Background: an optimization exercise with open tools, aiming at small area, a short achievable clock period and few clock cycles per item. Do not read the settings as production practice. The RTL was checked by simulation tests, not by an equivalence proof against the original design. Power and IR drop assume default switching activity.

==> inputs of tundra <==
==> flow/design.v (excerpt) <==
module bq_engine (
    input  wire        clk,
    input  wire        rst,
    input  wire        cmd_valid,
    output wire        cmd_ready,
    input  wire [2:0]  cmd_op,
    input  wire [1:0]  cmd_idx,
    input  wire [2:0]  cmd_sub,
    input  wire [31:0] cmd_data,
    output reg         res_valid,
    output reg  [31:0] res_data
);
    localparam [2:0] OP_SETCOEF   = 3'd0;
    localparam [2:0] OP_SETTOPO   = 3'd1;
    localparam [2:0] OP_RESET     = 3'd2;
    localparam [2:0] OP_TRANSFORM = 3'd3;
    localparam [2:0] OP_RDCOEF    = 3'd4;
    localparam [2:0] OP_RDSTATE   = 3'd5;
    localparam [2:0] OP_RDTOPO    = 3'd6;
    localparam [2:0] OP_NOP       = 3'd7;
    function [31:0] flush;
        input [31:0] v;
        flush = (v[30:23] == 8'd0 && v[22:0] != 23'd0) ? 32'd0 : v;
    endfunction
    reg        q0v, q1v;
    reg [39:0] q0, q1;
    wire [39:0] cin = {cmd_op, cmd_idx, cmd_sub, cmd_data};
    assign cmd_ready = ~q1v;
    wire push = cmd_valid & ~q1v;
    wire pop;
    wire q0ld = pop | ~q0v;
    wire [39:0] q0nx = q1v ? q1 : cin;
    wire [2:0]  h_op   = q0[39:37];
    wire [1:0]  h_idx  = q0[36:35];
    wire [2:0]  h_sub  = q0[34:32];
    wire [31:0] h_data = q0[31:0];
  ...
Settings: LEC_CHECK=0, CAP_MARGIN=20, CORE_MARGIN=2, CORE_UTILIZATION=40, SLEW_MARGIN=20; clock period 22.0 ns.
run.sh (not shown) runs the stock make flow with config.mk's settings and CLKGATE_MAP_FILE= SYNTH_SCRIPT=/design/flow/synth_recipe.tcl, a recipe that flattens the netlist after the stock synthesis.
==> yarrow (differences from tundra) <==
--- a/flow/design.v
+++ b/flow/design.v
@@ -1349,35 +1349,38 @@
     input  wire        esub,
     input  wire        near,
     input  wire        spec,
     input  wire        snan,
     input  wire        ssgn,
-    output wire [31:0] y
+    output wire [31:0] y,        
+    output wire [31:0] yf        
 );
     wire [28:0] sum2 = {1'b0, ml, 3'b000, 1'b1} + {esub, ms, esub};
     wire [27:0] sum  = sum2[28:1];
-    wire [26:0] mf   = sum[27] ? {sum[27:2], sum[1] | sum[0]} :
-                       (sum[26] | ~esub) ? sum[26:0] : {sum[25:0], 1'b0};
-    wire [8:0]  ef   = sum[27] ? {1'b0, el} + 9'd1 :
-                       (sum[26] | ~esub) ? {1'b0, el} : {1'b0, el} - 9'd1;
+    wire [7:0]  elp = el + 8'd1;
+    wire [7:0]  elm = el - 8'd1;
+    wire        rc  = sum[3] & (sum[2] | sum[1] | sum[0] | sum[4]);
+    wire        rn  = sum[2] & (sum[1] | sum[0] | sum[3]);
+    wire        rl  = sum[1] & (sum[0] | sum[2]);
+    wire [30:0] magc = (&el[7:1]) ? {8'hFF, 23'd0} : ({elp, sum[26:4]} + {30'd0, rc});
+    wire [30:0] magn = {sum[26] ? el : 8'd0, sum[25:3]} + {30'd0, rn};
+    wire [30:0] magl = {elm, sum[24:2]} + {30'd0, rl};
+    wire        left = esub & ~sum[26];
+    wire [30:0] magf = sum[27] ? magc : left ? magl : magn;
     wire [24:0] v = nd | lzmask;
     wire [4:0]  lz;
     lzc32 u_lz (.v({v, 7'b1111111}), .n(lz));
     wire [24:0] nl = nd << lz;
-    wire [26:0] mn = {nl, 2'b00};
-    wire [8:0]  en = {1'b0, el} - {4'd0, lz};
-    wire [26:0] m = near ? mn : mf;
-    wire [8:0]  e = near ? en : ef;
-    wire [7:0]  efield = m[26] ? e[7:0] : 8'd0;
-    wire        rnd    = m[2] & (m[1] | m[0] | m[3]);
-    wire [30:0] mag    = {efield, m[25:3]} + {30'd0, rnd};
-    wire        zero   = near ? ~|nd : ~|sum;
-    wire        ovf    = ~near & sum[27] & (&el[7:1]);
-    assign y = spec ? (snan ? 32'h7FC00000 : {ssgn, 8'hFF, 23'd0}) :
-               zero ? {sl & ~esub, 31'd0} :
-               ovf  ? {sl, 8'hFF, 23'd0} :
-                      {sl, mag};
+    wire [7:0]  en = el - {3'd0, lz};
+    wire [30:0] magr = {nl[24] ? en : 8'd0, nl[23:1]} + {30'd0, nl[0] & nl[1]};
+    wire [30:0] mag  = near ? magr : magf;
+    wire        zero = near ? ~|nd : ~|ml;
+    wire        sub_r = near ? ~nl[24] : (~sum[27] & ~sum[26] & ~esub);
+    wire [31:0] yz   = {sl & ~esub, 31'd0};
+    wire [31:0] ys   = snan ? 32'h7FC00000 : {ssgn, 8'hFF, 23'd0};
+    assign y  = spec ? ys : zero ? yz : {sl, mag};
+    assign yf = spec ? ys : zero ? yz : sub_r ? 32'd0 : {sl, mag};
 endmodule
 module bq_engine (
     input  wire        clk,
     input  wire        rst,
     input  wire        cmd_valid,
@@ -1405,10 +1408,11 @@
     reg [39:0] q0, q1;
     wire [39:0] cin = {cmd_op, cmd_idx, cmd_sub, cmd_data};
     assign cmd_ready = ~q1v;
     wire push = cmd_valid & ~q1v;
     wire pop;
+    wire byp;                       
     wire q0ld = pop | ~q0v;
     wire [39:0] q0nx = q1v ? q1 : cin;
     wire [2:0]  h_op   = q0[39:37];
     wire [1:0]  h_idx  = q0[36:35];
     wire [2:0]  h_sub  = q0[34:32];
@@ -1422,10 +1426,12 @@
                 q0v <= q1v | push;
                 q1v <= q1v & push;
             end else if (push) begin
                 q0v <= 1'b1;
                 q1v <= q0v;
+            end else if (byp) begin
+                q1v <= 1'b0;
             end
         end
     end
     always @(posedge clk) begin
         if (q0ld) q0 <= q0nx;
@@ -1433,17 +1439,22 @@
     end
     reg        bI, bO;              
     reg [1:0]  tI, tO;              
     reg [2:0]  kI, kO;              
     reg [1:0]  iI, iO;              
+    reg        hI, hO;              
+    reg        rI, rO;              
+    reg        fI, fO;              
+    reg        gI, gO;
     reg        pI, pO;              
     reg [1:0]  qI, qO;              
     reg [1:0]  jI, jO;              
     reg [31:0] xI, xO, uI, uO, vI, vO;
     reg        wv;
     reg [2:0]  wk;
     reg        wp;
+    reg        w_h, w_r;            
     wire wb_end  = wv & (wk == 3'd5);      
     wire wb_last = wb_end | (wv & wp);     
     wire anyb = bI | bO;
     wire [32*20-1:0] cf;            
     wire [32*16-1:0] st;            
@@ -1505,35 +1516,51 @@
     always @(posedge clk) begin
         a2_ml <= a1_ml; a2_ms <= a1_ms; a2_nd <= a1_nd; a2_el <= a1_el; a2_lzm <= a1_lzm;
         a2_sl <= a1_sl; a2_esub <= a1_esub; a2_near <= a1_near;
         a2_spec <= a1_spec; a2_snan <= a1_snan; a2_ssgn <= a1_ssgn;
     end
-    wire [31:0] add_y;
+    wire [31:0] add_y, add_f;
     fpadd_s2 u_a2 (.ml(a2_ml), .ms(a2_ms), .nd(a2_nd), .el(a2_el), .lzmask(a2_lzm), .sl(a2_sl),
                    .esub(a2_esub), .near(a2_near), .spec(a2_spec), .snan(a2_snan), .ssgn(a2_ssgn),
-                   .y(add_y));
-    wire [31:0] add_f = flush(add_y);
+                   .y(add_y), .yf(add_f));
     wire [31:0] mul_n = {~mul_y[31], mul_y[30:0]};
     wire early  = ((tI == 2'd3) & (kI >= 3'd4)) | (~tI[1] & (kI == 3'd5));
     wire freeO  = ~bO | wb_end;
     wire haz    = bI & (iI == h_idx) & ~early;
     wire ibusy  = (bI & (iI == h_idx)) | (bO & (iO == h_idx));
     wire [1:0] h_top = tp[2*h_idx +: 2];
     wire mergeO = bO & (kO == 3'd5) & (tO != 2'd2) & (h_top != 2'd2);
-    wire launch = q0v & (h_op == OP_TRANSFORM) & (freeO | mergeO) & ~haz;
+    reg  byo;                       
+    reg  blk;                       
+    reg  hv, rel;                   
+    reg  [31:0] hreg;
+    wire launch0 = q0v & (h_op == OP_TRANSFORM) & (freeO | mergeO) & ~haz & ~blk;
+    wire [2:0]  b_op   = q1[39:37];
+    wire [1:0]  b_idx  = q1[36:35];
+    wire [31:0] b_data = q1[31:0];
+    wire [1:0]  b_top  = tp[2*b_idx +: 2];
+    wire mergeOb = bO & (kO == 3'd5) & (tO != 2'd2) & (b_top != 2'd2);
+    assign byp  = q0v & (h_op == OP_TRANSFORM) & haz & q1v & (b_op == OP_TRANSFORM) &
+                  (b_idx != iI) & (freeO | mergeOb) & ~byo & ~blk;
+    wire launch = launch0 | byp;
+    wire [1:0]  l_top  = byp ? b_top : h_top;
+    wire [1:0]  l_idx  = byp ? b_idx : h_idx;
+    wire [31:0] l_data = byp ? b_data : h_data;
+    wire        l_mrg  = byp ? mergeOb : mergeO;
+    wire quiet  = ~anyb & ~hv & ~rel;
     wire do_sc  = q0v & (h_op == OP_SETCOEF) & ~ibusy;
-    wire do_clr = q0v & ((h_op == OP_SETTOPO) | (h_op == OP_RESET)) & ~anyb;
-    wire do_rd  = q0v & h_op[2] & (h_op != OP_NOP) & ~anyb;
+    wire do_clr = q0v & ((h_op == OP_SETTOPO) | (h_op == OP_RESET)) & quiet;
+    wire do_rd  = q0v & h_op[2] & (h_op != OP_NOP) & quiet;
     wire do_nop = q0v & (h_op == OP_NOP);
-    assign pop = launch | do_sc | do_clr | do_rd | do_nop;
+    assign pop = launch0 | do_sc | do_clr | do_rd | do_nop;
     wire [31:0] rd_val = (h_op == OP_RDCOEF)  ? m_acc :
                          (h_op == OP_RDSTATE) ? m_bcc : {30'd0, tp[2*h_idx +: 2]};
     wire       nb = launch | (bO & ~wb_end);
-    wire [1:0] nt = launch ? h_top : tO;
+    wire [1:0] nt = launch ? l_top : tO;
     wire [2:0] nk = launch ? 3'd0 : kO;
-    wire [1:0] ni = launch ? h_idx : iO;
-    wire       np = launch & mergeO;
+    wire [1:0] ni = launch ? l_idx : iO;
+    wire       np = launch & l_mrg;
     wire [1:0] nq_t = tO;
     wire [39:0] nq = q0ld ? q0nx : q0;
     wire        nrd = ~nb & nq[39] & (nq[39:37] != OP_NOP);
     reg [4:0] d_c;
     reg [6:0] d_mb;
@@ -1656,30 +1683,48 @@
         if (rst) begin
             bI        <= 1'b0;
             bO        <= 1'b0;
             wv        <= 1'b0;
             res_valid <= 1'b0;
+            byo       <= 1'b0;
+            blk       <= 1'b0;
+            hv        <= 1'b0;
+            rel       <= 1'b0;
         end else begin
             bO <= bI;
             bI <= nb;
             wv <= bI;
-            res_valid <= wb_last | do_rd;
+            res_valid <= (wb_last & ~w_h) | rel | do_rd;
+            if (byp) byo <= 1'b1;
+            else if (launch0) byo <= 1'b0;
+            blk <= launch0 & byo;
+            if (wb_last & w_h) hv <= 1'b1;
+            else if (rel) hv <= 1'b0;
+            rel <= wb_last & w_r;
         end
-        if (wb_last)    res_data <= w_oadd ? add_f : vO;
-        else if (do_rd) res_data <= rd_val;
+        if (wb_last & w_h) hreg <= w_oadd ? add_f : vO;
+        if (wb_last & ~w_h) res_data <= w_oadd ? add_f : vO;
+        else if (rel)       res_data <= hreg;
+        else if (do_rd)     res_data <= rd_val;
     end
     always @(posedge clk) begin
         tO <= tI; kO <= kI + 3'd1; iO <= iI;
         tI <= nt; kI <= nk; iI <= ni;
         pO <= pI; qO <= qI; jO <= jI;
         pI <= np; qI <= tO; jI <= iO;
         wk <= kI;
         wp <= pI;
+        w_h <= pI ? fI : hI;
+        w_r <= pI ? gI : rI;
+        hO <= hI; rO <= rI; fO <= fI; gO <= gI;
+        hI <= launch ? byp : hO;
+        rI <= launch ? (launch0 & byo) : rO;
+        fI <= hO; gI <= rO;
         xO <= st_x ? m_bcc : xI;
         uO <= st_u ? m_bcc : uI;
         vO <= st_v ? m_bcc : vI;
-        xI <= launch ? h_data : (w_x ? add_y : xO);
+        xI <= launch ? l_data : (w_x ? add_y : xO);
         uI <= w_um ? mul_y : (w_ua ? add_y : uO);
         vI <= w_vm ? mul_y : (w_va ? add_f : vO);
         rm <= mul_y;
         ra <= w_af ? add_f : add_y;
     end
--- a/flow/config.mk
+++ b/flow/config.mk
@@ -4,8 +4,13 @@
 export VERILOG_FILES = /design/flow/design.v
 export SDC_FILE = /design/flow/constraint.sdc
 export NUM_CORES = 4
 export LEC_CHECK = 0
 export CAP_MARGIN = 20
+export CELL_PAD_IN_SITES_DETAIL_PLACEMENT = 1
+export CELL_PAD_IN_SITES_GLOBAL_PLACEMENT = 1
 export CORE_MARGIN = 2
 export CORE_UTILIZATION = 40
+export CTS_CLUSTER_DIAMETER = 60
+export CTS_CLUSTER_SIZE = 20
+export PLACE_DENSITY = 0.7
 export SLEW_MARGIN = 20
==> out/results.txt <==
status -> timing/DRC/antenna clean
first-pass GRT wire length -> 722 mm
die area -> 286000 µm²
worst vdd ir -> 0.169 mV
R2R cell count -> 20
Synth Area in Adders -> 11.8%
Antenna Cells -> 24
critical path's slowest cell -> nor2_1
seq_cells -> 1933
Logic power comb -> 4.04 mW
total CTS buffers -> 205
multiplexer area fraction after synthesis -> 2.92%
That was tundra.
==> out/results.txt <==
first-pass GRT wire length -> 802 mm
Antenna Cells -> 33
worst vdd ir -> 0.101 mV
Synth Area in Adders -> 11.3%
Pleak -> 47.5 nW
R2R cell count -> 19
multiplexer area fraction after synthesis -> 3.25%
status -> timing/DRC/antenna clean
Max Fclk -> 127 MHz
critical path's slowest cell -> nor4_1
Comb power frac -> 34.9%
die area -> 298000 µm²
That was yarrow.
Testbench counts of tundra, summed over its fixed seeds: cycles 30,043, items 4,783.
Testbench counts of yarrow, summed over its fixed seeds: cycles 27,766, items 4,783.

-- what the ideal ports hide --
No port has a modelled driver above. Below, the same layouts with a new extraction and two added sets of constraints.
Step 1 (the two cells are an assumption about what drives the block):
set clk [get_ports {clk}]
set_driving_cell -lib_cell sky130_fd_sc_hd__clkbuf_16 $clk
set_driving_cell -lib_cell sky130_fd_sc_hd__buf_2 [delete_from_list [all_inputs] $clk]
Step 2 moves the port delays by t, midway between the first and last clock arrival at a register: inputs arrive t later, outputs are due t later. That takes back most of the time a late clock gives input paths.
Three values: ideal ports, drivers, drivers and shift; two values: the first two.
| run | shift t [ns] | slack for setup (ns) | worst setup path after step 2 | cell pins on the clock port's net |
|---|---|---|---|---|
| tundra | 0.986 | 12.790 / 12.790 / 12.790 | register to register | 1 |
| yarrow | 0.974 | 14.155 / 14.155 / 14.155 | register to register | 1 |
After both steps every run listed still meets setup and hold.
